This is an optimization exercise on Yosys and OpenROAD, whose aim is small area, a short achievable clock period and few clock cycles, not a production implementation. Function was not checked in any run shown here: the RTL went through the layout flow alone. Power and IR drop assume default switching activity.

**flow/design.v**
```verilog
module mbf_tx (
    input  wire        clk,
    input  wire        rst,
    input  wire        tx_start,
    input  wire [15:0] tx_cmd,
    input  wire [15:0] tx_len,
    input  wire        tx_flip,
    input  wire        tx_ack,
    output reg         tx_busy,
    output reg         tx_done,
    output reg         tx_oversize,
    input  wire        tx_in_valid,
    input  wire [7:0]  tx_in_data,
    output reg         tx_in_ready,
    output reg         pkt_valid,
    output reg  [7:0]  pkt_data,
    output reg         pkt_last,
    input  wire        pkt_ready
);
    reg        busy;        
    reg [15:0] cmd_q;
    reg [9:0]  rem;         
    reg        flip_q;
    reg        ack_q;
    reg [3:0]  pkt_idx;
    reg [5:0]  pos;         
    reg        pay_q;       
    reg        pkt_fin;     
    reg        sk_v;
    reg [7:0]  sk_d;
    wire oversize = (tx_len[15:10] != 6'd0) || (tx_len[9:0] > 10'd988);
    wire ovs_pend = tx_busy && !busy;     
    wire [9:0] l     = tx_len[9:0];
    reg  [3:0] a_q;
    reg        up_q;
    wire       up_c  = ({2'b00, rem[9:6], 1'b0} + {1'b0, rem[5:0]}) >= 7'd59;
    wire [3:0] n_m1  = a_q + {3'd0, up_q};
    wire pkt0      = (pkt_idx == 4'd0);
    wire pos_lo    = (pos[5:1] == 5'd0);                                  
    wire sub_hdr   = pkt0 && (pos[5:3] == 3'd0) && (pos[2] != pos[1]);    
    wire rem_nz    = (rem != 10'd0);
    wire is_pay    = pay_q;      
    wire       big  = (rem[9:6] != 4'd0) || (rem[5:0] >= (pkt0 ? 6'd58 : 6'd62));
    wire [5:0] plen = big ? 6'd62 : rem[5:0] + {3'd0, pkt0, 2'd0};
    wire in_fire  = tx_in_valid && tx_in_ready;
    wire out_free = !pkt_valid || (pkt_ready && !pkt_fin);
    wire fire_fin = pkt_valid && pkt_ready && pkt_fin;
    wire accept   = tx_start && !tx_busy;
    wire acc_ok   = accept && !oversize;
    wire avail    = !is_pay || sk_v || in_fire;
    wire adv      = busy && out_free && avail;
    wire gen_last = (pos == 6'd63);
    wire gen_fin  = gen_last && (rem[9:1] == 9'd0);      
    wire take_pay = adv && is_pay;
    reg [7:0] gen_byte;
    always @(*) begin
        if (pos == 6'd0)
            gen_byte = {flip_q, ack_q, plen};
        else if (pos == 6'd1)
            gen_byte = {pkt_idx, n_m1};
        else if (sub_hdr)
            case (pos[2:0])
                3'd2:    gen_byte = cmd_q[7:0];
                3'd3:    gen_byte = cmd_q[15:8];
                3'd4:    gen_byte = rem[7:0];
                default: gen_byte = {6'd0, rem[9:8]};
            endcase
        else if (!rem_nz)
            gen_byte = 8'h00;
        else if (sk_v)
            gen_byte = sk_d;
        else
            gen_byte = tx_in_data;
    end
    wire       busy_n = acc_ok || (busy && !(adv && gen_fin));
    wire       sk_v_n = sk_v ? !take_pay : (in_fire && !take_pay);
    wire rem_is0 = (rem == 10'd0);
    wire rem_is1 = (rem == 10'd1);
    wire pay_nx  = !(pos == 6'd63 || pos == 6'd0) &&
                   !(pkt0 && (pos == 6'd1 || pos == 6'd2 || pos == 6'd3 || pos == 6'd4)) &&
                   (pay_q ? !rem_is1 : !rem_is0);
    wire ready_n = busy && (take_pay ? !rem_is1 : (!sk_v && !in_fire && !rem_is0));
    always @(posedge clk) begin
        if (rst) begin
            busy        <= 1'b0;
            tx_busy     <= 1'b0;
            tx_done     <= 1'b0;
            tx_in_ready <= 1'b0;
            pkt_valid   <= 1'b0;
            sk_v        <= 1'b0;
        end else begin
            busy        <= busy_n;
            tx_busy     <= accept || (busy && !(adv && gen_fin)) ||
                           (ovs_pend && pkt_valid && pkt_fin);
            tx_done     <= fire_fin || (ovs_pend && !(pkt_valid && pkt_fin));
            tx_in_ready <= ready_n;
            pkt_valid   <= adv || (pkt_valid && !pkt_ready);
            sk_v        <= sk_v_n;
        end
        tx_oversize <= !fire_fin;        
    end
    always @(posedge clk) begin
        if (!sk_v)
            sk_d <= tx_in_data;
        if (adv) begin
            pkt_data <= gen_byte;
            pkt_last <= gen_last;
            pkt_fin  <= gen_fin;
        end
        if (pos == 6'd0 && pkt0)
            up_q <= up_c;
        if (!tx_busy) begin
            cmd_q    <= tx_cmd;
            a_q      <= l[9:6];
            rem      <= l;
            flip_q   <= tx_flip;
            ack_q    <= tx_ack;
            pkt_idx  <= 4'd0;
            pos      <= 6'd0;
            pay_q    <= 1'b0;
        end else if (adv) begin
            pos   <= pos + 6'd1;
            pay_q <= pay_nx;
            if (gen_last) pkt_idx <= pkt_idx + 4'd1;
            if (is_pay) rem <= rem - 10'd1;
        end
    end
endmodule
module mbf_rx (
    input  wire        clk,
    input  wire        rst,
    input  wire        rx_strict,
    input  wire        rx_valid,
    input  wire [7:0]  rx_data,
    input  wire        rx_last,
    output reg         rd_valid,
    output reg  [7:0]  rd_data,
    output reg         res_valid,
    output reg  [1:0]  res_kind,
    output wire [3:0]  res_err,
    output wire [15:0] res_cmd,
    output wire [15:0] res_len
);
    localparam [15:0] CMD_DBG_MESSAGE = 16'hF001;
    localparam [15:0] CMD_ID_RETRY    = 16'hF002;
    reg        first;        
    reg [3:0]  k;            
    reg [3:0]  tot0;         
    reg [9:0]  rem;          
    reg        p0ok;         
    reg [15:0] cmd_q;
    reg [15:0] len_q;
    reg [2:0]  hp;           
    reg [6:0]  d;            
    reg        inc_q;        
    reg        cmp_q;        
    reg        fin;
    reg        fin_bad;      
    reg [2:0]  err_q;
    assign res_cmd = cmd_q;
    assign res_len = len_q;
    assign res_err = {1'b0, err_q};
    wire at0 = (hp == 3'd0);
    wire at1 = (hp == 3'd1);
    wire at5 = (hp == 3'd5);
    wire at6 = (hp == 3'd6);
    wire take = (hp >= 3'd2) && !d[6] && (!first || at6);
    wire inc      = inc_q;       
    wire cmp      = cmp_q;
    wire too_long = !first && (k == 4'd0);
    wire fail     = fin_bad || too_long || inc;
    wire len_ok   = p0ok && (len_q[15:10] == 6'd0) && (rem == 10'd0);
    wire ends     = fin && (fail || cmp);
    always @(posedge clk) begin
        if (rst) begin
            first     <= 1'b1;
            k         <= 4'd0;
            hp        <= 3'd0;
            fin       <= 1'b0;
            rd_valid  <= 1'b0;
            res_valid <= 1'b0;
        end else begin
            rd_valid  <= rx_valid && take;
            res_valid <= ends;
            fin       <= rx_valid && rx_last;
            if (rx_valid) begin
                if (rx_last)
                    hp <= 3'd0;
                else if (!at6)
                    hp <= hp + 3'd1;
            end
            if (fin) begin
                if (ends) begin
                    first <= 1'b1;
                    k     <= 4'd0;
                end else begin
                    first <= 1'b0;
                    k     <= k + 4'd1;
                end
            end
        end
    end
    always @(posedge clk) begin
        rd_data <= rx_data;
        fin_bad <= at0 || (!d[6] && d[5:0] != 6'd0) || (first && hp < 3'd5);
        res_kind <= (fail || !len_ok)          ? 2'd3 :
                    (cmd_q == CMD_DBG_MESSAGE) ? 2'd2 :
                    (cmd_q == CMD_ID_RETRY)    ? 2'd1 : 2'd0;
        err_q    <= fin_bad  ? 3'd3 :
                    too_long ? 3'd5 :
                    inc      ? 3'd4 :
                    !len_ok  ? 3'd2 : 3'd0;
        if (rx_valid) begin
            if (at0)
                d <= {1'b0, rx_data[5:0]};
            else if (d[5:0] != 6'd63)
                d <= d - 7'd1;
            if (first && at5)
                rem <= {rx_data[1:0], len_q[7:0]};
            else if (take)
                rem <= rem - 10'd1;
            if (at1) begin
                inc_q <= rx_strict && ((rx_data[7:4] != k) ||
                                       (!first && rx_data[3:0] != tot0));
                cmp_q <= (rx_data[7:4] == rx_data[3:0]);
                if (first) begin
                    tot0 <= rx_data[3:0];
                    p0ok <= !d[6] && (d[5:2] != 4'd0);    
                end
            end
            if (first) begin
                if (hp == 3'd2) cmd_q[7:0]  <= rx_data;
                if (hp == 3'd3) cmd_q[15:8] <= rx_data;
                if (hp == 3'd4) len_q[7:0]  <= rx_data;
                if (at5)        len_q[15:8] <= rx_data;
            end
        end
    end
endmodule
module mbf_framer (
    input  wire        clk,
    input  wire        rst,
    input  wire        tx_start,
    input  wire [15:0] tx_cmd,
    input  wire [15:0] tx_len,
    input  wire        tx_flip,
    input  wire        tx_ack,
    output wire        tx_busy,
    output wire        tx_done,
    output wire        tx_oversize,
    input  wire        tx_in_valid,
    input  wire [7:0]  tx_in_data,
    output wire        tx_in_ready,
    output wire        pkt_valid,
    output wire [7:0]  pkt_data,
    output wire        pkt_last,
    input  wire        pkt_ready,
    input  wire        rx_strict,
    input  wire        rx_valid,
    input  wire [7:0]  rx_data,
    input  wire        rx_last,
    output wire        rd_valid,
    output wire [7:0]  rd_data,
    output wire        res_valid,
    output wire [1:0]  res_kind,
    output wire [3:0]  res_err,
    output wire [15:0] res_cmd,
    output wire [15:0] res_len
);
    mbf_tx u_tx (
        .clk(clk), .rst(rst),
        .tx_start(tx_start), .tx_cmd(tx_cmd), .tx_len(tx_len),
        .tx_flip(tx_flip), .tx_ack(tx_ack),
        .tx_busy(tx_busy), .tx_done(tx_done), .tx_oversize(tx_oversize),
        .tx_in_valid(tx_in_valid), .tx_in_data(tx_in_data), .tx_in_ready(tx_in_ready),
        .pkt_valid(pkt_valid), .pkt_data(pkt_data), .pkt_last(pkt_last),
        .pkt_ready(pkt_ready)
    );
    mbf_rx u_rx (
        .clk(clk), .rst(rst),
        .rx_strict(rx_strict), .rx_valid(rx_valid), .rx_data(rx_data), .rx_last(rx_last),
        .rd_valid(rd_valid), .rd_data(rd_data),
        .res_valid(res_valid), .res_kind(res_kind), .res_err(res_err),
        .res_cmd(res_cmd), .res_len(res_len)
    );
endmodule
```
**flow/flow/run.sh**
```bash
#!/bin/bash
# Layout flow: the standard ORFS flow (standard.sh, unchanged synthesis),
# with smaller port buffers and a lighter clock tree.
#  - every input and output port still gets its own buffer, a buf_1
#    instead of the default clkdlybuf4s50_1;
#  - CTS builds the tree from clkbuf_4/clkbuf_8 and inserts no dummy loads.
# Each step's full log is under orfs/logs; standard.sh's own output goes to
# standard.log here.
set -uo pipefail
export BUFFER_PORTS_ARGS="-buffer_cell sky130_fd_sc_hd__buf_1"
export CTS_ARGS="-sink_clustering_enable -repair_clock_nets -dont_use_dummy_load -buf_list {sky130_fd_sc_hd__clkbuf_4 sky130_fd_sc_hd__clkbuf_8} -sink_clustering_size 25 -sink_clustering_max_diameter 60"
bash standard.sh > standard.log 2>&1
```
**flow/standard.sh**
```bash
#!/bin/bash
# synth_recipe.tcl (not shown) runs the flow's synth.tcl, then flattens the netlist and writes it again
# the make line also repeats each setting of config.mk as NAME=value (left out here)
make -C /OpenROAD-flow-scripts/flow DESIGN_CONFIG=/design/flow/config.mk WORK_HOME=/design/flow/orfs CLKGATE_MAP_FILE= SYNTH_SCRIPT=/design/flow/synth_recipe.tcl "${@:-finish}"
```
**flow/config.mk**
```make
export PLATFORM = sky130hd
export DESIGN_NAME = mbf_framer
export DESIGN_NICKNAME = mbf_framer
export VERILOG_FILES = /design/flow/design.v
export SDC_FILE = /design/flow/constraint.sdc
export NUM_CORES = 4
export LEC_CHECK = 0
export CAP_MARGIN = 20
export CORE_MARGIN = 2
export CORE_UTILIZATION = 40
export SETUP_SLACK_MARGIN = 3.75
export SLEW_MARGIN = 20
```
**flow/constraint.sdc**
```tcl
create_clock -name core_clock -period 6.0 [get_ports {clk}]
set_input_delay 1.2000 -clock core_clock [delete_from_list [all_inputs] [get_ports {clk}]]
set_output_delay 1.2000 -clock core_clock [all_outputs]
set_load 0.01 [all_outputs]
```
==> summary.md, run 1 <==
| Metric | Value |
|---|---|
| # IOs | 120 |
| Worst vdd ir | 0.138 mV |
| Cell Chain, Critical Path | buf_1 |
| Register area share after synthesis | 57.6% |
| CTS tree | built |
| Vias | 5251 |
| Num CTS Buffers | 17 |
| Row cnt | 48 |
| Syn Nets | 689 |
| CTS sink cnt | 150 |
| Synth warn | 2 |
| Clock period minus worst slack | 2290 ps |
| Cells after synthesis | 599 |
| Top delay family on crit path | flip-flops |
| Crit path from | u_tx.tx_busy$_SDFF_PP0_ |
| All-Layer GR Usage | 18.8% |
| Hold Crit Class | register to register |
| Skew final | 24.3 ps |
| R2R depth | 5 |
| CP Capture Type | primary output |
| Top cells by area, synth | edfxtp_1 43%, dfxtp_1 15%, ha_1 5.6% |
| Commonest cells after routing, fill and taps aside | 104 x buf_1, 99 x edfxtp_1, 46 x dfxtp_1 |
| Area Overhead vs Synth | 17.9% |
| Synth Flop Type | edfxtp_1 |
| GPL Wtd Cong | 0.867 |
| Yosys reg bits | 150 |
| Tcrit/Tclk final | 38.2% |
| Die extent in y | 136 µm |
| Root Buffer | clkbuf_8 |
| Layout cells sized above 1 | 13.3% |
| Setup TNS | 0 ps |
| Syn avg cell area | 11.6 µm² |
| Routed Antenna Nets | 0 |
| Async SR Flop Fraction | 0% |
| CP Launch Type | register |
| WP buf/inv | 1 |
| Core ar. | 0.0171 mm² |
| Pin count of the biggest net entering global routing | 25 |
| Worst-Margin Slew | 712 ps |
| Commonest non-fill, non-tap cell in the layout | buf_1 |
| R2R Setup Slk | 3860 ps |
| Hold path cells | 1 |
| Arrival @ worst endpoint | 1090 ps |
| Fmax | 0.436 GHz |
| Overflow left after global routing | 0 |
| WL/cell | 17.4 µm |
| Netlist cell types | 67 |
| Critical Path RT | 4800 ps |
| Unrepaired setup endpoints after global routing | true |
| Rel. slew slack | 51.8% |
| Slowest stage cell, crit path | dfxtp_4 |
| Place WS | 3040 ps |
| Hold EP | u_tx.sk_d[6]$_DFF_P_ |
| R2R Path End | u_tx.pkt_data[0]$_DFFE_PP_ |
| DRC violations left | 0 |
| EDFF count, synth | 99 |
| # fillers | 1614 |
| Status | no timing/DRC/antenna violations |
| Die ar. | 0.0184 mm² |
| Post-Syn Area | 0.00694 mm² |
| Leading area contributor after synthesis | edfxtp_1 |
| Post-DR vias/cell | 5.43 |
| Final WL | 16800 µm |
| Final Hold Fails | 0 |
| Worst-path clk slew | 70 ps |
| Pwr/cell area | 235 mW/mm² |
| Initial Utilization | 40.5% |
| Vias in the first global route | 5191 |
| Initial antenna violation count | 0 |
| Iter 0 DRT Violations | 335 |
| Cts hold-fix bufs | 0 |
| First-pass GRT wire length | 26400 µm |
| Reg2reg start | u_tx.rem[6]$_DFFE_PP_ |
| Max Slew Vio Count | 0 |
| First-pass DRT Iterations | 5 |
| Max H-tree Level | 4 |
| Antenna diode count | 0 |
| Clock buffer depth | 2 |
| # setup viols final | 0 |
| Die X | 136 µm |
| CP max stage delay | 480 ps |
| Clock latency on the worst-skew pair | 440 ps |
| Top cell type's share of synthesized area | 42.8% |
| Max Cap Viol | 0 |
| Hold wc startpoint | u_tx.sk_d[6]$_DFF_P_ |
| PortBufs | 118 |
| Nets | 834 |
| Final WS setup | 3710 ps |
| CP Max Fanout | 20 |
| HPWL Detailed | 12100 µm |
| Leakage | 2.89 nW |
| Crit path kind | register to primary output |
## worst max-delay path by stage
stage | to | cells after the start
4_1_cts | tx_busy | 1
6_report | tx_busy | 1
2_1_floorplan | u_tx.pkt_data[0]$_DFFE_PP_ | 3
3_5_place_dp | u_tx.pkt_idx[0]$_SDFFE_PN0P_ | 6
3_3_place_gp | u_tx.pkt_data[5]$_DFFE_PP_ | 4
5_1_grt | tx_busy | 1
## cells in the mapped netlist (9+ instances only)
library cell,n
xnor2_1,22
mux2_2,9
o21ai_0,27
edfxtp_1,99
a31oi_1,9
ha_1,31
nor3_1,10
nor2_1,44
inv_1,31
xor2_1,19
dfxtp_1,51
nand3_1,21
a21oi_1,30
clkbuf_1,16
nand2_1,42
and3_1,16
## power breakdown
group          internal, mW  switching, mW
logic                0.0789          0.107
registers              1.14         0.0361
clock network         0.249          0.309
## cell type report
cell class                 count  area [µm²]  share of cell area (%)
multi-input combinational    398        2860                    34.9
sequential                   150        4010                    49.0
clock buffer                  17         234                    2.86
tap                          225         282                    3.44
timing repair buffer         146         683                    8.35
inverter                      31         120                    1.47
## through the flow
| stage | instance area (µm²) | util [%] | hold slack [ps] | std cells | power [mW] |
|---|---|---|---|---|---|
| 3_5_place_dp | 7610 | 44.5 | 471 | 923 | 1.37 |
| 2_1_floorplan | 6970 | - | 443 | 599 | 1.30 |
| 6_report | 8180 | 47.8 | 486 | 967 | 1.92 |
| 3_3_place_gp | 7610 | 44.5 | 473 | 923 | 1.36 |
| 4_1_cts | 7970 | 46.6 | 488 | 949 | 1.93 |
| 5_1_grt | 8180 | 47.8 | 504 | 967 | 2.01 |
## cells by family after synthesis
group	Yosys count	share of synthesized area, %
muxes	12	1.89
and+or+nand+nor	192	14.8
adders and majority gates	32	5.88
DFF	150	57.6
AOI/OAI and AO/OA	120	11.8
other	1	0.0541
xor gates and xnor gates	41	5.18
buffers and inverters	51	2.89
## registers in the layout, summed over array words and instances (netlist names), 2 cells and up
register and flops:
u_tx.pkt_idx 4, u_rx.k 4, u_rx.cmd_q 16, u_tx.pkt_data 8, u_tx.sk_d 8, u_tx.cmd_q 16
u_tx.a_q 4, u_rx.err_q 3, u_tx.rem 10, u_rx.res_kind 2, u_rx.tot0 4, u_tx.pos 6
u_rx.rd_data 8, u_rx.d 7, u_rx.hp 3, u_rx.rem 10, u_rx.len_q 16
## timing repair
item,CTS,global route
resized for setup,15,28
pin swaps,0,4
setup buffers,9,18
endpoints found under the setup margin,47,62
## layer usage
metal | vias to the layer above | wire length [µm] | share of wire, % | GRT usage, %
met2 | 188 | 8580 | 51 | 33.6
met5 | - | 0 | 0 | 0
li1 | 2503 | - | - | -
met4 | 0 | 273 | 1.6 | 7.12
met1 | 2535 | 6920 | 41 | 21.8
met3 | 25 | 1010 | 6.0 | 4.19
==> run 2, diff against run 1 <==
--- a/flow/design.v
+++ b/flow/design.v
@@ -23,8 +23,8 @@
     reg        flip_q;
     reg        ack_q;
+    reg [3:0]  last_idx;    
     reg [3:0]  pkt_idx;
     reg [5:0]  pos;         
     reg        pay_q;       
-    reg        pkt_fin;     
     reg        sk_v;
     reg [7:0]  sk_d;
@@ -32,9 +32,9 @@
     wire ovs_pend = tx_busy && !busy;     
     wire [9:0] l     = tx_len[9:0];
-    reg  [3:0] a_q;
     reg        up_q;
     wire       up_c  = ({2'b00, rem[9:6], 1'b0} + {1'b0, rem[5:0]}) >= 7'd59;
-    wire [3:0] n_m1  = a_q + {3'd0, up_q};
+    wire [3:0] n_m1  = rem[9:6] + {3'd0, up_q};
     wire pkt0      = (pkt_idx == 4'd0);
+    wire pkt_fin   = pkt_last && (!busy || pkt0);
     wire pos_lo    = (pos[5:1] == 5'd0);                                  
     wire sub_hdr   = pkt0 && (pos[5:3] == 3'd0) && (pos[2] != pos[1]);    
@@ -58,5 +58,5 @@
             gen_byte = {flip_q, ack_q, plen};
         else if (pos == 6'd1)
-            gen_byte = {pkt_idx, n_m1};
+            gen_byte = {pkt_idx, pkt0 ? n_m1 : last_idx};
         else if (sub_hdr)
             case (pos[2:0])
@@ -106,11 +106,11 @@
             pkt_data <= gen_byte;
             pkt_last <= gen_last;
-            pkt_fin  <= gen_fin;
         end
         if (pos == 6'd0 && pkt0)
             up_q <= up_c;
+        if (pos == 6'd1 && pkt0)
+            last_idx <= n_m1;
         if (!tx_busy) begin
             cmd_q    <= tx_cmd;
-            a_q      <= l[9:6];
             rem      <= l;
             flip_q   <= tx_flip;
==> run 2 against run 1 <==
  * Register-to-register slack worse by 130 ps
  * Critical path depth grew 7
  * Clock power increased by 0.9%
  * Cell area decreased by 0.54%
  * Combinational power up 8%
  * Synthesized area decreased by 1.3%
  * Worst setup slack improved by 26 ps
  * Routed wire length decreased by 5.1%
==> summary.md, run 2 <==
| Metric | Value |
|---|---|
| Status | no timing/DRC/antenna violations |
| Top cells by area, synth | edfxtp_1 43%, dfxtp_1 15%, ha_1 5.7% |
| Setup TNS | 0 ps |
| Logic pwr share | 10.4% |
| Die X | 135 µm |
| Vias | 5037 |
| R2R depth | 8 |
| Root Buffer | clkbuf_8 |
| Crit path kind | register to register |
| Slowest stage cell, crit path | edfxtp_1 |
| # IOs | 120 |
| Cts hold-fix bufs | 0 |
| Worst vdd ir | 0.187 mV |
| Async SR Flop Fraction | 0% |
| Commonest cells after routing, fill and taps aside | 106 x buf_1, 98 x edfxtp_1, 64 x nor2_1 |
| Register area share after synthesis | 57.9% |
| Pin count of the biggest net entering global routing | 33 |
| Row cnt | 47 |
| Clock buffer depth | 2 |
| Netlist cell types | 63 |
| CP Capture Type | register |
| Die extent in y | 135 µm |
| R2R Path End | u_tx.up_q$_DFFE_PP_ |
| Cells after synthesis | 594 |
| GPL Wtd Cong | 0.837 |
| # setup viols final | 0 |
| Post-synth top cells | 98 x edfxtp_1, 65 x nor2_1, 51 x dfxtp_1 |
| Tcrit/Tclk final | 37.8% |
| Antenna diode count | 0 |
| First-pass GRT wire length | 25300 µm |
| Worst-Margin Slew | 922 ps |
| Core ar. | 0.0166 mm² |
| Post-Syn Area | 0.00685 mm² |
| CTS tree | built |
| Leading area contributor after synthesis | edfxtp_1 |
| Pwr/cell area | 237 mW/mm² |
| Most common cell in the netlist | edfxtp_1 |
| Clock period minus worst slack | 2270 ps |
| Routed Antenna Nets | 0 |
| Commonest non-fill, non-tap cell in the layout | buf_1 |
| EDFF count, synth | 98 |
| Synth Flop Type | edfxtp_1 |
| Rel. slew slack | 37.6% |
| Hold path cells | 1 |
| Storage cell area | 0.00398 mm² |
| PortBufs | 118 |
| First-pass DRT Iterations | 5 |
| Num CTS Buffers | 17 |
| Sequential Power Share | 60.4% |
| DRC violations left | 0 |
| Reg2reg start | u_tx.rem[6]$_DFFE_PP_ |
| Post-DR vias/cell | 5.30 |
| Overflow left after global routing | 0 |
| WL/cell | 16.7 µm |
| Crit path from | u_tx.rem[6]$_DFFE_PP_ |
| Nets | 823 |
| Cell Chain, Critical Path | ha_2 -> inv_2 -> fa_1 -> a21boi_2 -> or3_4 -> o41ai_2 -> a31oi_1 -> o311ai_1 |
| Initial Utilization | 41.2% |
| # fillers | 1542 |
| Max H-tree Level | 4 |
| Yosys reg bits | 149 |
| Fmax | 0.441 GHz |
| HPWL Detailed | 11500 µm |
| Critical Path RT | 6250 ps |
| Max Cap Viol | 0 |
| Top cell type's share of synthesized area | 43.0% |
| Place WS | 3190 ps |
| Biggest regs | u_rx.cmd_q (16), u_rx.len_q (16), u_tx.cmd_q (16) |
| All-Layer GR Usage | 18.1% |
| Max Slew Vio Count | 0 |
| Final Hold Fails | 0 |
| Vias in the first global route | 4993 |
| Iter 0 DRT Violations | 314 |
| R2R Setup Slk | 3730 ps |
| Syn Nets | 684 |
| Switch Pwr | 0.459 mW |
| Syn avg cell area | 11.5 µm² |
| Layout cells sized above 1 | 15.5% |
| Initial antenna violation count | 0 |
| CP Launch Type | register |
| Final WS setup | 3730 ps |
| Clock latency on the worst-skew pair | 450 ps |
| CP max stage delay | 440 ps |
| Synth warn | 2 |
| Hold Crit Class | register to register |
| Skew final | 27.1 ps |
| Final WL | 15900 µm |
| Hold wc startpoint | u_tx.sk_d[6]$_DFF_P_ |
| Multi-input logic area | 0.00290 mm² |
| Arrival @ worst endpoint | 2510 ps |
| CTS sink cnt | 149 |
| Worst-path clk slew | 70 ps |
| Hold EP | u_tx.sk_d[6]$_DFF_P_ |
| Int Power | 1.47 mW |
| Unrepaired setup endpoints after global routing | true |
| Clk pwr share | 29.2% |
| Leakage | 2.82 nW |
| Sw Share | 23.8% |
| Die ar. | 0.0182 mm² |
| CP Max Fanout | 2 |
| Area Overhead vs Synth | 18.8% |
## run 2: logic make-up after synthesis
| group | count (synthesis) | share of synthesized area, % |
|---|---|---|
| other cells | 1 | 0.0547 |
| compound gates | 109 | 10.9 |
| simple gates | 195 | 14.3 |
| fa+ha+maj | 32 | 5.95 |
| buf+inv | 50 | 3.05 |
| flops | 149 | 57.9 |
| xor+xnor | 44 | 5.63 |
| mux | 14 | 2.23 |
## run 2: power groups by stage
stage	Combinational, mW	Clock, mW	Sequential (mW)
global placement	0.161	0	1.19
detailed placement	0.166	0	1.19
CTS	0.186	0.584	1.16
finish	0.200	0.563	1.16
global route	0.223	0.621	1.17
floorplan	0.119	0	1.18
## run 2: cell type report
class / instances / area share, %
Sequential cell: 149 / 48.9
Clock buffer: 17 / 2.87
Timing Repair Buffer: 140 / 7.78
Tap cell: 220 / 3.38
Inverter: 30 / 1.45
Multi-Input combinational cell: 395 / 35.7
## run 2: metrics by stage
stage          utilization (%)  hold WS, ps  total power, mW  cells  area (µm²)
2_1_floorplan                -          443             1.29    594        6930
3_3_place_gp              45.3          466             1.35    912        7540
3_5_place_dp              45.3          469             1.36    912        7540
4_1_cts                   47.7          487             1.93    942        7930
5_1_grt                   48.9          500             2.01    951        8140
6_report                  48.9          480             1.93    951        8140
## run 2: worst max path at each step
stage                                      end  slack (ps)  cells past startpoint
CTS                 u_tx.pkt_data[2]$_DFFE_PP_        3690                      9
floorplan             u_tx.pos[0]$_SDFFE_PN0P_        3660                      6
finish                     u_tx.up_q$_DFFE_PP_        3730                      8
detailed placement    u_tx.pos[0]$_SDFFE_PN0P_        3190                      6
global route               u_tx.up_q$_DFFE_PP_        3670                      8
global placement      u_tx.pos[0]$_SDFFE_PN0P_        3220                      6
## run 2: metal layers
layer | GRT usage, % | wire length, µm | vias up
li1 | - | - | 2448
met1 | 21.4 | 6960 | 2398
met2 | 31.9 | 7830 | 180
met3 | 4.32 | 938 | 11
met4 | 6.55 | 197 | 0
met5 | 0 | 0 | -
## run 2: what timing repair did
item,CTS,global route
setup buffers,13,9
setup endpoints to repair,57,66
resized for setup,17,38
pin swaps,2,4
## run 2: critical path: cells and delay by family, from the launching register on
| kind | cells | cell delay (ps) |
|---|---|---|
| compound gates | 4 | 620 |
| simple gates | 1 | 350 |
| buf+inv | 1 | 50 |
| fa+ha+maj | 2 | 610 |
| flops | 1 | 440 |
==> run 3, diff against run 2 <==
--- a/flow/config.mk
+++ b/flow/config.mk
@@ -9,4 +9,4 @@
 export CORE_MARGIN = 2
 export CORE_UTILIZATION = 40
-export SETUP_SLACK_MARGIN = 3.75
+export SETUP_SLACK_MARGIN = 3.8
 export SLEW_MARGIN = 20
==> run 3 against run 2 <==
  * Core utilization up 1.2 points
  * Routed wire length grew 7.5%
  * Worst setup slack got worse by 66 ps
  * Global-route usage increased by 0.60 points
  * Clock skew fell by 2.1 ps
  * Largest power group unchanged
  * Critical endpoint unchanged
  * Sequential share of layout area fell by 1.1 points
==> summary.md, run 3 <==
| Metric | Value |
|---|---|
| Final Total Pwr | 1.95 mW |
| CTS sink cnt | 149 |
| Antenna diode count | 0 |
| R2R Path End | u_tx.up_q$_DFFE_PP_ |
| Die ar. | 0.0182 mm² |
| Die extent in y | 135 µm |
| HPWL Detailed | 12000 µm |
| Root Buffer | clkbuf_8 |
| Hold path cells | 1 |
| Hold WS | 490 ps |
| Netlist cell types | 63 |
| Unrepaired setup endpoints after global routing | true |
| Arrival @ worst endpoint | 2560 ps |
| Initial antenna violation count | 1 |
| Cells after synthesis | 594 |
| Biggest regs | u_rx.cmd_q (16), u_rx.len_q (16), u_tx.cmd_q (16) |
| Pwr/cell area | 234 mW/mm² |
| # fillers | 1522 |
| Die X | 135 µm |
| Pin count of the biggest net entering global routing | 33 |
| EDFF count, synth | 98 |
| Rel. slew slack | 36.1% |
| Clock buffer depth | 2 |
| Reg2reg start | u_tx.rem[1]$_DFFE_PP_ |
| Row cnt | 47 |
| GPL Wtd Cong | 0.823 |
| Worst-path clk slew | 70 ps |
| DRC violations left | 0 |
| Max H-tree Level | 4 |
| Post-DP Area | 0.00757 mm² |
| Top cell type's share of synthesized area | 43.0% |
| Final Non-Filler Cells | 968 |
| All-Layer GR Usage | 18.7% |
| Max Cap Viol | 0 |
| Routed Antenna Nets | 0 |
| Async SR Flop Fraction | 0% |
| Leakage | 2.99 nW |
| Multi-input logic area | 0.00292 mm² |
| CTS tree | built |
| PortBufs | 118 |
| Yosys reg bits | 149 |
| Hold EP | u_tx.sk_d[7]$_DFF_P_ |
| Fmax | 0.429 GHz |
| Synth warn | 2 |
| Iter 0 DRT Violations | 255 |
| Tcrit/Tclk final | 38.9% |
| Stages on worst setup path | 8 |
| Design area | 0.00834 mm² |
| First-pass GRT wire length | 26000 µm |
| Crit path kind | register to register |
| Storage cell area | 0.00398 mm² |
| CP Capture Type | register |
| Commonest cells after routing, fill and taps aside | 98 x edfxtp_1, 79 x buf_1, 64 x nor2_1 |
| CP max stage delay | 440 ps |
| Status | no timing/DRC/antenna violations |
| Nets | 840 |
| Final Hold Fails | 0 |
| R2R depth | 8 |
| Vias in the first global route | 5015 |
| Commonest non-fill, non-tap cell in the layout | edfxtp_1 |
| Synth Flop Type | edfxtp_1 |
| Syn avg cell area | 11.5 µm² |
| WP buf/inv | 1 |
| Post-Syn Area | 0.00685 mm² |
| Leading area contributor after synthesis | edfxtp_1 |
| Max Slew Vio Count | 0 |
| # setup viols final | 0 |
| Top delay family on crit path | compound AO/OA/AOI/OAI gates |
| Area Overhead vs Synth | 21.7% |
| Final WL | 17100 µm |
| Worst vdd ir | 0.162 mV |
| WL/cell | 17.7 µm |
| Syn Nets | 684 |
| Top cells by area, synth | edfxtp_1 43%, dfxtp_1 15%, ha_1 5.7% |
| Num CTS Buffers | 17 |
| Layout cells sized above 1 | 21.7% |
| Hold wc startpoint | u_tx.sk_d[7]$_DFF_P_ |
| Post-synth top cells | 98 x edfxtp_1, 65 x nor2_1, 51 x dfxtp_1 |
| Slowest stage cell, crit path | edfxtp_1 |
| CP Launch Type | register |
| # IOs | 120 |
| First-pass DRT Iterations | 5 |
| Overflow left after global routing | 0 |
| CP Max Fanout | 2 |
| Cell Chain, Critical Path | ha_2 -> inv_2 -> fa_1 -> a21boi_2 -> or3_4 -> o41ai_4 -> a31oi_1 -> o311ai_1 |
| Most common cell in the netlist | edfxtp_1 |
| Post-DR vias/cell | 5.41 |
| Cts hold-fix bufs | 0 |
| Critical Path RT | 6230 ps |
| Skew final | 25.0 ps |
| R2R Setup Slk | 3670 ps |
| Hold Crit Class | register to register |
| DP Cell Count | 912 |
| Vias | 5239 |
| Setup TNS | 0 ps |
| Register area share after synthesis | 57.9% |
| Core ar. | 0.0166 mm² |
| Clock latency on the worst-skew pair | 450 ps |
| Worst-Margin Slew | 945 ps |
| Clock period minus worst slack | 2330 ps |
| Initial Utilization | 41.2% |
==> run 3: changes by cell type in the layout (fill, tap and decap cells not counted), moves of 4 or more <==
cell / delta
buf_1: -27
nor4_2: +4
clkbuf_2: +26
buf_4: +15
==> run 3: kinds of logic after synthesis <==
kind of cell | after synthesis | share of synthesized area (%)
flip-flops | 149 | 57.9
adder cells (fa/ha/maj) | 32 | 5.95
other | 1 | 0.0547
AO/OA/AOI/OAI | 109 | 10.9
AND/OR/NAND/NOR | 195 | 14.3
multiplexers | 14 | 2.23
buffers and inverters | 50 | 3.05
XOR/XNOR | 44 | 5.63
==> run 3: worst max path at each step <==
stage	startpoint	endpoint	slack [ps]
after detailed placement	pkt_ready	u_tx.pos[0]$_SDFFE_PN0P_	3210
after floorplan	tx_in_valid	u_tx.pos[0]$_SDFFE_PN0P_	3660
final	u_tx.rem[1]$_DFFE_PP_	u_tx.up_q$_DFFE_PP_	3670
after global placement	pkt_ready	u_tx.pos[0]$_SDFFE_PN0P_	3220
after global routing	u_tx.rem[1]$_DFFE_PP_	u_tx.up_q$_DFFE_PP_	3640
after CTS	u_tx.tx_busy$_SDFF_PP0_	tx_busy	3660
==> run 3: through the flow <==
stage / setup WS, ps / util [%]
after floorplan: 3660 / -
after CTS: 3660 / 48.2
final: 3670 / 50.1
after detailed placement: 3210 / 45.5
after global routing: 3640 / 50.1
after global placement: 3220 / 45.5
==> run 3: per-layer routing <==
metal | part of all wire, % | up-vias | GRT usage, %
li1 | - | 2480 | -
met1 | 42 | 2545 | 22.5
met2 | 50 | 177 | 32.1
met4 | 2.3 | 2 | 7.78
met5 | 0.058 | - | 0
met3 | 5.7 | 35 | 4.32
==> run 3: power by group <==
group / internal (mW) / total [mW] / switching, mW
Sequential: 1.13 / 1.16 / 0.0332
Combinational: 0.0934 / 0.214 / 0.121
Clock: 0.250 / 0.571 / 0.321
==> run 3: cell type report <==
type	instances	share of cell area, %
tap	220	3.30
multi-input combinational	396	35.0
inverter	30	1.50
clock buffer	17	2.81
sequential	149	47.8
timing repair buffer	156	9.62
==> run 3: repair_timing <==
action / 4_1_cts / 5_1_grt
buffers inserted: 19 / 19
endpoints found under the setup margin: 92 / 100
gates resized for setup: 22 / 62
pin swaps: 1 / 10
cloned: 0 / 1

## port drivers added, routing unchanged
In the flow no input, the clock included, has a driving cell. The finished layouts below were timed again as built, in two steps.
Step 1: set_driving_cell puts a clkbuf_16 on clk and a buf_2 on each other input, an assumption about the parent block.
Step 2 moves the port delays by t, midway between the first and last clock arrival at a register: inputs arrive t later, outputs are due t later. That takes back most of the time a late clock gives input paths.
a / b / c = ideal / step 1 / step 2; a / b = the first two.
run | t (ns) | setup WS [ns] | worst hold slack (ns) | worst register clock-pin slew, ns
run 1 | 0.466 | 3.707 / 3.669 / 3.282 | 0.486 / 0.486 / 0.486 | 0.08 / 0.08
run 2 | 0.473 | 3.733 / 3.700 / 3.396 | 0.480 / 0.480 / 0.480 | 0.09 / 0.09
run 3 | 0.475 | 3.667 / 3.667 / 3.390 | 0.490 / 0.490 / 0.490 | 0.09 / 0.09
After both steps setup and hold are still met in every run listed. For run 1, which loses most, drivers alone change the setup slack by -0.038 ns; drivers and shift together by -0.425 ns.
